Background: an optimization exercise with open tools, aiming at small area. Do not read the settings as production practice.
Function was checked by simulation only, so behaviour that the tests miss may differ from the original.
No activity file was given, so power comes from the tool's default toggle rates.

Setup of v6:
==> flow/design.v <==
module chatsala_core (
    input  wire        clk,
    input  wire        rst,
    input  wire        char_valid,
    input  wire [7:0]  char_data,
    input  wire        line_in,
    output reg         line_out,
    output wire        char_ready,
    output wire        msg_valid,
    output wire [4:0]  msg_id,
    output wire [2:0]  msg_len,
    output wire [55:0] msg_data,
    output wire        err_oversize,
    output reg         v_fault
);
    localparam RN = 19;
    reg [3:0] tdiv;
    wire tick = &tdiv;
    always @(posedge clk) begin
        if (rst) tdiv <= 4'd0;
        else     tdiv <= tdiv + 4'd1;
    end
    reg       f_push;
    reg [3:0] f_len;
    wire q_full;
    wire pop;
    assign char_ready = !f_push && !rst;
    wire accept  = char_valid && char_ready;
    wire is_term = (char_data == 8'h0A) || (char_data == 8'h0D);
    assign err_oversize = accept && is_term && f_len[3];
    wire f_sig = f_push && (f_len == 4'd15);
    wire sig   = f_sig && !rst;
    wire push  = f_push && !f_sig && !q_full;
    always @(posedge clk) begin
        if (rst) begin
            f_push <= 1'b0;
            f_len  <= 4'd0;
        end else if (f_sig) begin
            f_push <= 1'b0;
            f_len  <= 4'd0;
        end else if (push) begin
            f_len <= f_len - 4'd1;
        end else if (accept) begin
            if (!is_term) begin
                if (!f_len[3]) f_len <= f_len + 4'd1;
            end else if (!f_len[3]) begin
                f_len  <= f_len + 4'd4;
                f_push <= 1'b1;
            end else begin
                f_len <= 4'd0;
            end
        end
    end
    reg [4:0] q_cnt;
    assign q_full = q_cnt[4];
    wire q_empty = (q_cnt == 5'd0);
    always @(posedge clk) begin
        if (rst)               q_cnt <= 5'd0;
        else if (push && !pop) q_cnt <= q_cnt + 5'd1;
        else if (pop && !push) q_cnt <= q_cnt - 5'd1;
    end
    reg [7:0] ring [0:RN-1];
    localparam [4:0] RS = 5'd2;
    function [4:0] nxt(input [4:0] p);
        nxt = {p[3:0], p[4] ^ ~(p[2] | (p[1] & p[0]))};
    endfunction
    function [4:0] rslot(input integer i);
        integer k;
        begin
            rslot = RS;
            for (k = 0; k < i; k = k + 1) rslot = nxt(rslot);
        end
    endfunction
    reg [4:0] hslot;     
    reg [4:0] rd;        
    wire [4:0] csum  = hslot + 5'd1 + {2'b00, f_len[2:0]};
    wire [4:0] cslot = (csum >= RN) ? csum - RN : csum;
    wire wr_char = accept && !is_term && !f_len[3] && (f_len[2:0] != 3'd7);
    wire wr_head = accept && is_term && !f_len[3];
    wire [4:0] waddr = is_term ? hslot : cslot;
    wire [7:0] wdata = {char_data[7:3], is_term ? f_len[2:0] : char_data[2:0]};
    always @(posedge clk) begin
        if (wr_char || wr_head) ring[waddr] <= wdata;
    end
    always @(posedge clk) begin
        if (rst)          hslot <= 5'd0;
        else if (wr_head) hslot <= cslot;
    end
    reg [3:0] tstate;
    reg [4:0] tx_cnt;    
    reg [6:0] tx_sh;     
    reg [7:0] rdata;
    integer ri;
    always @(*) begin
        rdata = 8'd0;
        for (ri = 0; ri < RN; ri = ri + 1)
            rdata = rdata | (ring[ri] & {8{rd == rslot(ri)}});
    end
    wire       body     = tstate[3];
    wire       body_end = (tstate[2:0] == 3'd0);
    reg  [7:0] oct;
    always @(*) begin
        if (body)
            oct = body_end ? 8'h43 : rdata;
        else
            case (tstate[1:0])
                2'd0:    oct = 8'h55;
                2'd1:    oct = 8'h41;
                2'd2:    oct = 8'h42;
                default: oct = {5'b11010, rdata[2:0]};
            endcase
    end
    assign pop = tick && !q_empty && (tx_cnt == 5'd0);
    wire rd_adv = pop && (body ? !body_end : (tstate[1:0] == 2'd3));
    always @(posedge clk) begin
        if (rst) begin
            tstate <= 4'd0;
            rd     <= RS;
        end else if (pop) begin
            if (rd_adv) rd <= nxt(rd);
            if (body) begin
                if (body_end) tstate <= 4'd0;
                else          tstate[2:0] <= tstate[2:0] - 3'd1;
            end else if (tstate[1:0] == 2'd3) begin
                tstate <= {1'b1, rdata[2:0]};
            end else begin
                tstate[1:0] <= tstate[1:0] + 2'd1;
            end
        end
    end
    always @(posedge clk) begin
        if (rst) begin
            tx_cnt   <= 5'd0;
            line_out <= 1'b0;
        end else if (tick) begin
            if (pop) begin
                tx_sh    <= oct[6:0];
                line_out <= oct[7];
                tx_cnt   <= 5'd31;
            end else if (tx_cnt != 5'd0) begin
                tx_cnt <= tx_cnt - 5'd1;
                if (tx_cnt[1:0] == 2'd0) begin
                    line_out <= tx_sh[6];
                    tx_sh    <= {tx_sh[5:0], 1'b0};
                end
            end
        end
    end
    reg       idle;          
    reg [1:0] rx_idx;
    reg       rx_s1;
    reg       rx_s2;
    wire sample  = tick && !idle;
    wire publish = sample && (rx_idx == 2'd3) && (rx_s1 == rx_s2);
    wire d       = rx_s1;
    always @(posedge clk) begin
        if (sig && idle) begin
            rx_idx <= 2'd0;
        end else if (sample) begin
            if (rx_idx == 2'd1) rx_s1 <= line_in;
            if (rx_idx == 2'd2) rx_s2 <= line_in;
            rx_idx <= rx_idx + 2'd1;
        end
    end
    reg [6:0] count;
    reg       stx_done;      
    reg [7:0] seg [0:7];     
    wire [3:0] o = count[6:3];
    wire [2:0] b = count[2:0];
    wire [2:0] n = ~seg[0][2:0];
    wire react  = publish && !v_fault;
    wire in_end = (o == {1'b0, n} + 4'd3);
    wire ref_bit = (b == 3'd1) ? 1'b1 :
                   (b == 3'd7) ? (o == 4'd0) :
                   (b == 3'd6) ? (o != 4'd0) : 1'b0;
    wire match  = (d == ref_bit);
    wire fault  = react && (o == 4'd1) && stx_done;
    wire complete = react && in_end && (b == 3'd7);
    assign msg_valid = complete && !rst;
    always @(posedge clk) begin
        if (rst) begin
            count    <= 7'd0;
            stx_done <= 1'b0;
            idle     <= 1'b1;
            v_fault  <= 1'b0;
        end else begin
            if (sig) idle <= 1'b0;
            if (react) begin
                if (fault) begin
                    v_fault <= 1'b1;
                end else if (complete) begin
                    count    <= 7'd0;
                    stx_done <= 1'b0;
                    idle     <= 1'b1;
                end else if (o < 4'd2 || in_end) begin
                    if (match) count <= count + 7'd1;
                    else       count <= 7'd0;
                    if (o == 4'd1 && b == 3'd7 && match) stx_done <= 1'b1;
                end else begin
                    count <= count + 7'd1;
                end
            end
        end
    end
    genvar j;
    generate
        for (j = 0; j < 8; j = j + 1) begin : g_seg
            always @(posedge clk) begin
                if (react && o == j + 2) seg[j] <= {seg[j][6:0], ~d};
            end
        end
        for (j = 0; j < 7; j = j + 1) begin : g_out
            assign msg_data[55 - 8*j -: 8] = ~seg[j + 1] & {8{msg_valid && n > j}};
        end
    endgenerate
    assign msg_id  = ~seg[0][7:3] & {5{msg_valid}};
    assign msg_len = n & {3{msg_valid}};
endmodule
clock: 10.0 ns
lec_check: 0
cap_margin: 10
core_margin: 2
core_utilization: 55
gpl_timing_driven: 0
place_density: 0.7
slew_margin: 10
standard.sh (not shown) runs the stock make flow with config.mk's settings and CLKGATE_MAP_FILE= SYNTH_SCRIPT=/design/flow/synth_recipe.tcl, a recipe that flattens the netlist after the stock synthesis.
==> flow/flow/run.sh <==
#!/bin/bash
# Own layout flow: the standard flow (standard.sh) with these changes:
#  - synthesis maps the logic with an area-oriented ABC script (flow/abc_area.script)
#    instead of ORFS's speed script; everything else in the synthesis is the standard flow's
#    own synth_recipe.tcl, so the registers are the standard synthesis's;
#  - adders are left to ABC (no extract_fa / half-adder cells);
#  - the port buffers that placement inserts on every input and output are
#    sky130_fd_sc_hd__buf_1 cells;
#  - clock tree synthesis clusters at most 30 sinks within 120 um and adds no
#    dummy loads.
set -euo pipefail
W=$(pwd)

cat > "$W/flow_synth.tcl" <<EOT
proc abc {args} {
  set i [lsearch -exact \$args -script]
  if {\$i >= 0} { lset args [expr {\$i + 1}] {$W/flow/abc_area.script} }
  yosys abc {*}\$args
}
set ::env(ADDER_MAP_FILE) ""
source {$W/synth_recipe.tcl}
EOT

sed "s#SYNTH_SCRIPT=[^ ']*synth_recipe\.tcl#SYNTH_SCRIPT=$W/flow_synth.tcl#" standard.sh > flow_standard.sh
grep -q "SYNTH_SCRIPT=$W/flow_synth.tcl" flow_standard.sh

export BUFFER_PORTS_ARGS="-buffer_cell sky130_fd_sc_hd__buf_1"
export CTS_ARGS="-sink_clustering_enable -repair_clock_nets -dont_use_dummy_load -sink_clustering_size 30 -sink_clustering_max_diameter 120"
bash flow_standard.sh > flow_make.log 2>&1
==> flow/flow/abc_area.script <==
strash
&get -n
&deepsyn -T 60
&put
dch -f
amap
The flow did not stop early for v6: all stages ran, and the layout cleared the timing, design-rule and antenna checks.
> inputs changed (v6 -> v7)
Settings: SLEW_MARGIN changed from 10 to 20; GPL_TIMING_DRIVEN removed (was 0); CAP_MARGIN changed from 10 to 20.
==> comparison <==
Area growth from synthesis to final layout for v7: 0.81 points up relative to v6. Compared with v6, v7 shows critical path buffer and inverter count higher by 3. Total power of v6 is on par with v7. v7 has completed all stages; timing, DRC and antenna checks passed. From v6 to v7 the numbers moved as follows: combinational logic power climbed 5.5%, count of non-filler cells in the finished layout climbed 1.7%, worst-case setup margin in the final layout increased by 0.50 ns relative to the old numbers. Relative to v6, setup slack after placement has gone up in v7. v6 ended up with tdiv[0] as its beginning of the critical path; v7 ended up with rst. v6 has a higher longest individual stage delay on the worst path than v7. Critical-path maximum fanout in v7 vs v6: up 18.

[separate check: timing with driven ports]
The flow's constraints put no driver on any port. The routed layouts listed below were extracted and timed again, unchanged, in two steps. Step 1 (the two cells are an assumption about what drives the block):
set clk [get_ports {clk}]
set_driving_cell -lib_cell sky130_fd_sc_hd__clkbuf_16 $clk
set_driving_cell -lib_cell sky130_fd_sc_hd__buf_2 [delete_from_list [all_inputs] $clk]
Step 2 moves the port delays by t, midway between the first and last clock arrival at a register: inputs arrive t later, outputs are due t later. That takes back most of the time a late clock gives input paths. a / b / c = no drivers / after step 1 / after step 2; a / b = the first two.
run	t (ns)	setup WS [ns]	worst setup path at the end	latest minus earliest clock arrival (ns)	cell pins on the clock port's net
v6	0.505	3.530 / 3.484 / 3.561	input to output	0.073 / 0.073	1
v7	0.495	4.035 / 4.013 / 4.013	input to output	0.075 / 0.074	1
After both steps setup and hold are still met in every run listed. The setup slack of v7, which loses most, moves by -0.022 ns with the drivers and by -0.022 ns with both steps.
